Context: an optimization exercise on an open-source flow, tuned for small area, a short achievable clock period and few clock cycles per item. The choices shown serve that exercise and are no tape-out recipe.
At most, simulation tests tie the RTL to the original design; equivalence was not proved.

==> exp/ember <==
## lbm_dsp
module lbm_dsp (
    input  wire         clk,
    input  wire         rst,
    input  wire         in_valid,
    output wire         in_ready,
    input  wire [1:0]   in_op,        
    input  wire         in_mode,      
    input  wire [7:0]   in_raw,       
    input  wire [159:0] in_audio,     
    output reg          out_valid,
    output reg  [6:0]   out_target,
    output wire [15:0]  out_vu,
    output wire [7:0]   out_r,
    output wire [7:0]   out_g,
    output wire [7:0]   out_b
);
==> module lbm_pair, before the edit <==
module lbm_pair (
    input  wire [159:0] audio,      
    output wire [79:0]  pkeys       
);
    function gt8(input [7:0] a, input [7:0] b);
        integer i;
        reg g, n;
        begin
            g = 1'b0; n = 1'b1;
            for (i = 7; i >= 0; i = i - 1) begin
                g = g | (n & a[i] & ~b[i]);
                n = n & (a[i] | ~b[i]);
            end
            gt8 = g;
        end
    endfunction
    genvar j;
    generate
        for (j = 0; j < 10; j = j + 1) begin : g_pair
            wire [7:0] s0 = audio[16*j +: 8];
            wire [7:0] s1 = audio[16*j+8 +: 8];
            wire [7:0] k0 = {s0[6:0] ^ {7{~s0[7]}}, ~s0[7]};
            wire [7:0] k1 = {s1[6:0] ^ {7{~s1[7]}}, ~s1[7]};
            assign pkeys[8*j +: 8] = gt8(k0, k1) ? k0 : k1;
        end
    endgenerate
endmodule
==> module lbm_peak, before the edit <==
module lbm_peak (
    input  wire [79:0] keys,
    output wire [7:0]  pkey
);
    wire [9:0] alive [0:8];
    assign alive[8] = 10'h3FF;
    genvar j, b;
    generate
        for (b = 7; b >= 0; b = b - 1) begin : g_bit
            wire [9:0] hit;
            for (j = 0; j < 10; j = j + 1) begin : g_j
                assign hit[j] = alive[b+1][j] & keys[8*j+b];
            end
            assign pkey[b]  = |hit;
            assign alive[b] = pkey[b] ? hit : alive[b+1];
        end
    endgenerate
endmodule
==> module lbm_dsp, before the edit <==
module lbm_dsp (
    input  wire         clk,
    input  wire         rst,
    input  wire         in_valid,
    output wire         in_ready,
    input  wire [1:0]   in_op,        
    input  wire         in_mode,      
    input  wire [7:0]   in_raw,       
    input  wire [159:0] in_audio,     
    output reg          out_valid,
    output reg  [6:0]   out_target,
    output wire [15:0]  out_vu,
    output wire [7:0]   out_r,
    output wire [7:0]   out_g,
    output wire [7:0]   out_b
);
    localparam OP_TARGET = 2'd0;
    localparam OP_VUSAMP = 2'd1;
    localparam OP_VUMAX  = 2'd2;
    assign in_ready = 1'b1;
    reg         c_valid;
    reg [1:0]   c_op;
    reg         c_mode;
    reg [7:0]   c_raw;
    reg [79:0]  c_pair;      
    wire [79:0] pair;
    lbm_pair u_pair (.audio(in_audio), .pkeys(pair));
    always @(posedge clk) begin
        c_valid <= in_valid & ~rst;
        c_op    <= in_op;
        c_mode  <= in_mode;
        c_raw   <= in_raw;
        c_pair  <= pair;
    end
    wire [6:0] target;
    lbm_curve u_curve (.raw(c_raw), .mode(c_mode), .target(target));
    wire [7:0] pkey;
    lbm_peak u_peak (.keys(c_pair), .pkey(pkey));
    wire       d_valid  = c_valid;
    wire       d_samp   = c_valid & (c_op == OP_VUSAMP);
    wire       d_vmax   = c_valid & (c_op == OP_VUMAX);
    wire [7:0] d_pkey   = pkey;
    wire [6:0] d_target = (c_op == OP_TARGET) ? target : 7'd0;
    reg [15:0] vu_state;
    reg [7:0]  win0, win1, win2;    
    reg [7:0]  col_r;
    reg [5:0]  col_g;
    wire [31:0] wkeys = {win2, win1, win0, d_pkey};
    wire [3:0]  walive [0:8];
    wire [7:0]  skey;
    assign walive[8] = 4'hF;
    genvar wb, wj;
    generate
        for (wb = 7; wb >= 0; wb = wb - 1) begin : g_wbit
            wire [3:0] hit;
            for (wj = 0; wj < 4; wj = wj + 1) begin : g_wj
                assign hit[wj] = walive[wb+1][wj] & wkeys[8*wj+wb];
            end
            assign skey[wb]   = |hit;
            assign walive[wb] = skey[wb] ? hit : walive[wb+1];
        end
    endgenerate
    wire [7:0] sig  = {1'b0, skey[7:1]} + {7'd0, skey[0]};    
    wire [15:0] decay  = vu_state + {4'hF, ~vu_state[15:4]} + {15'd0, ~|vu_state[3:0]};
    reg         hi_gt;
    integer     ai;
    always @(*) begin
        hi_gt = 1'b0;
        for (ai = 8; ai < 16; ai = ai + 1)
            hi_gt = (sig[ai-8] & ~vu_state[ai]) | (~(sig[ai-8] ^ vu_state[ai]) & hi_gt);
    end
    wire        attack = hi_gt | ((sig == vu_state[15:8]) & (vu_state[7:0] == 8'd0));
    wire        dzero  = (vu_state <= 16'd273);    
    wire [8:0] didx = {1'b0, decay[15:8]} + {8'd0, decay[7]};
    reg  [6:0] idx;
    always @(*) begin
        if (d_vmax)
            idx = 7'd127;
        else if (attack)
            idx = sig[7] ? 7'd127 : sig[6:0];
        else if (dzero)
            idx = 7'd0;
        else
            idx = (didx[8] | didx[7]) ? 7'd127 : didx[6:0];
    end
    wire [7:0] nr;
    wire [5:0] ng;
    lbm_vu_color u_color (.idx(idx), .r(nr), .g(ng));
    always @(posedge clk) begin
        if (rst) begin
            vu_state <= 16'd0;
            win0 <= 8'd0; win1 <= 8'd0; win2 <= 8'd0;
            col_r <= 8'd0;
            col_g <= 6'd0;
            out_valid <= 1'b0;
        end else begin
            out_valid <= d_valid;
            if (d_samp) begin
                vu_state <= attack ? {sig, 8'd0} : dzero ? 16'd0 : decay;
                win0 <= d_pkey; win1 <= win0; win2 <= win1;
            end else if (d_vmax) begin
                vu_state <= 16'hFFFF;
            end
            if (d_samp | d_vmax) begin
                col_r <= nr;
                col_g <= ng;
            end
        end
        out_target <= d_target;
    end
    assign out_vu = vu_state;
    assign out_r  = col_r;
    assign out_g  = {2'd0, col_g};
    assign out_b  = 8'd0;
endmodule
Settings: LEC_CHECK=0, ABC_AREA=1, CAP_MARGIN=20, CORE_MARGIN=2, CORE_UTILIZATION=75, SLEW_MARGIN=20; clock period 70.0 ns.
standard.sh (not shown) runs the stock make flow with config.mk's settings and CLKGATE_MAP_FILE= SYNTH_SCRIPT=/design/flow/synth_recipe.tcl, a recipe that flattens the netlist after the stock synthesis.
==> flow/flow/run.sh <==
#!/bin/bash
# The standard layout, with two changes to how it is built:
#  - port buffers are sky130_fd_sc_hd__buf_1 (buffer_ports -buffer_cell)
#    instead of the cell buffer_ports picks by itself;
#  - clock tree synthesis adds no dummy loads and builds the tree of
#    sky130_fd_sc_hd__clkbuf_8 only.
# Every tool's output goes to the ORFS logs under orfs/logs; make's own
# output goes to standard.log here.
set -euo pipefail
export BUFFER_PORTS_ARGS="-buffer_cell sky130_fd_sc_hd__buf_1"
export CTS_ARGS="-sink_clustering_enable -repair_clock_nets -dont_use_dummy_load -buf_list sky130_fd_sc_hd__clkbuf_8"
bash standard.sh finish > standard.log 2>&1
==> exp/sierra (differences from exp/ember) <==
--- a/flow/design.v
+++ b/flow/design.v
@@ -202,7 +202,7 @@
 module lbm_pair (
     input  wire [159:0] audio,      
-    output wire [79:0]  pkeys       
+    output wire [79:0]  psamp       
 );
-    function gt8(input [7:0] a, input [7:0] b);
+    function ge8(input [7:0] a, input [7:0] b);
         integer i;
         reg g, n;
@@ -213,5 +213,15 @@
                 n = n & (a[i] | ~b[i]);
             end
-            gt8 = g;
+            ge8 = g | n;
+        end
+    endfunction
+    function cy8(input [7:0] a, input [7:0] b);
+        integer i;
+        reg c;
+        begin
+            c = 1'b0;
+            for (i = 0; i < 8; i = i + 1)
+                c = (a[i] & b[i]) | (c & (a[i] | b[i]));
+            cy8 = c;
         end
     endfunction
@@ -219,16 +229,22 @@
     generate
         for (j = 0; j < 10; j = j + 1) begin : g_pair
-            wire [7:0] s0 = audio[16*j +: 8];
-            wire [7:0] s1 = audio[16*j+8 +: 8];
-            wire [7:0] k0 = {s0[6:0] ^ {7{~s0[7]}}, ~s0[7]};
-            wire [7:0] k1 = {s1[6:0] ^ {7{~s1[7]}}, ~s1[7]};
-            assign pkeys[8*j +: 8] = gt8(k0, k1) ? k0 : k1;
+            wire [7:0] a = audio[16*j +: 8];
+            wire [7:0] b = audio[16*j+8 +: 8];
+            wire a_wins = ~(ge8(a, b) ^ cy8(a, b));
+            assign psamp[8*j +: 8] = a_wins ? a : b;
         end
     endgenerate
 endmodule
 module lbm_peak (
-    input  wire [79:0] keys,
+    input  wire [79:0] samp,        
     output wire [7:0]  pkey
 );
+    wire [79:0] keys;
+    genvar k;
+    generate
+        for (k = 0; k < 10; k = k + 1) begin : g_key
+            assign keys[8*k +: 8] = {samp[8*k +: 7] ^ {7{~samp[8*k+7]}}, ~samp[8*k+7]};
+        end
+    endgenerate
     wire [9:0] alive [0:8];
     assign alive[8] = 10'h3FF;
@@ -278,5 +294,5 @@
     reg [79:0]  c_pair;      
     wire [79:0] pair;
-    lbm_pair u_pair (.audio(in_audio), .pkeys(pair));
+    lbm_pair u_pair (.audio(in_audio), .psamp(pair));
     always @(posedge clk) begin
         c_valid <= in_valid & ~rst;
@@ -289,5 +305,5 @@
     lbm_curve u_curve (.raw(c_raw), .mode(c_mode), .target(target));
     wire [7:0] pkey;
-    lbm_peak u_peak (.keys(c_pair), .pkey(pkey));
+    lbm_peak u_peak (.samp(c_pair), .pkey(pkey));
     wire       d_valid  = c_valid;
     wire       d_samp   = c_valid & (c_op == OP_VUSAMP);
==> flow/flow/run.sh (replaced) <==
#!/bin/bash
# The standard layout (standard.sh), with three changes to how it is built:
#  - synthesis is the standard one (synth_recipe.tcl and ORFS's synth.tcl,
#    unchanged) except that ABC maps the logic with flow/abc_area.script, an
#    area-oriented &nf mapping, in place of ORFS's abc_area.script. ORFS's
#    scripts are copied to abc_scripts/ with that one file replaced, and
#    only the synth step is run with SCRIPTS_DIR pointing there. Flip-flops
#    are mapped by dfflibmap before ABC runs, so the registers are the
#    standard synthesis's;
#  - port buffers are sky130_fd_sc_hd__buf_1 (buffer_ports -buffer_cell)
#    instead of the cell buffer_ports picks by itself;
#  - clock tree synthesis adds no dummy loads and builds the tree of
#    sky130_fd_sc_hd__clkbuf_8 only.
# Every tool's output goes to the ORFS logs under orfs/logs; make's own
# output goes to synth.log and standard.log here.
set -euo pipefail
rm -rf abc_scripts
cp -r "$FLOW_HOME/scripts" abc_scripts
cp flow/abc_area.script abc_scripts/abc_area.script
export BUFFER_PORTS_ARGS="-buffer_cell sky130_fd_sc_hd__buf_1"
export CTS_ARGS="-sink_clustering_enable -repair_clock_nets -dont_use_dummy_load -buf_list sky130_fd_sc_hd__clkbuf_8"
SCRIPTS_DIR="$PWD/abc_scripts" bash standard.sh synth > synth.log 2>&1
bash standard.sh finish > standard.log 2>&1
==> flow/flow/abc_area.script (new file) <==
strash
&get -n
&dch -f
&nf -R 1000 -p
&put
--- a/flow/config.mk
+++ b/flow/config.mk
@@ -9,4 +9,4 @@
 export CAP_MARGIN = 20
 export CORE_MARGIN = 2
-export CORE_UTILIZATION = 75
-export SLEW_MARGIN = 20
+export CORE_UTILIZATION = 55
+export SLEW_MARGIN = 50
==> results.txt <==
largest net degree at the start of global routing=57; reg2reg setup slack=55,180 ps; layout cells sized above 1=2.35%; number of diodes=0; CP Cell Sequence=buf_1 > clkinv_1 > maj3_1 > a21oi_1 > or2_0 > a31oi_1 > a221oi_1 > o2bb2ai_1 > xor2_2 > mux2_1; status=no timing/DRC/antenna violations; post-synthesis cell type count=58; WP buf/inv=2; worst skew pair latency=around 450 ps
-- figures above: exp/sierra

==> results.txt <==
status=no timing/DRC/antenna violations; layout cells sized above 1=under 10%; RSZ-0062 raised after global routing=false; worst skew pair latency=~480 ps; post-synthesis cell type count=52; reg2reg setup slack=58,540 ps; CP Cell Sequence=buf_1 > xor2_1 > or2_2 > and3_1 > a221oi_1 > o211ai_1 > a221oi_1 > o22ai_1 > nand2_1 > o21ai_0; number of diodes=1; WP buf/inv=1; largest net degree at the start of global routing=41
-- figures above: exp/ember

Testbench counts of exp/ember, summed over its fixed seeds: cycles 16,016, items 16,000.
For exp/sierra, only the layout was checked, not whether the RTL still works.

[separate check: timing with driven ports]
The flow's constraints put no driver on any port. The routed layouts listed below were extracted and timed again, unchanged, in two steps.
Step 1 assumes that a clkbuf_16 drives the clock port and a buf_2 every other input.
Step 2 also shifts input and output timing later by t, the mid clock arrival at the registers, as if the neighbouring blocks saw the same clock.
Slacks: ideal ports / drivers / drivers and shift; pairs: ideal ports / drivers.
| run | t, ns | setup WS [ns] | worst setup path at the end | clock arrival spread, ns | cell pins on the clock port's net |
|---|---|---|---|---|---|
| exp/ember | 0.502 | 54.138 / 54.151 / 53.648 | input to register | 0.026 / 0.025 | 1 |
| exp/sierra | 0.481 | 54.240 / 54.254 / 53.773 | input to register | 0.031 / 0.030 | 1 |
After both steps every run listed still meets setup and hold. The setup slack of exp/ember, which loses most, moves by +0.013 ns with the drivers and by -0.490 ns with both steps.
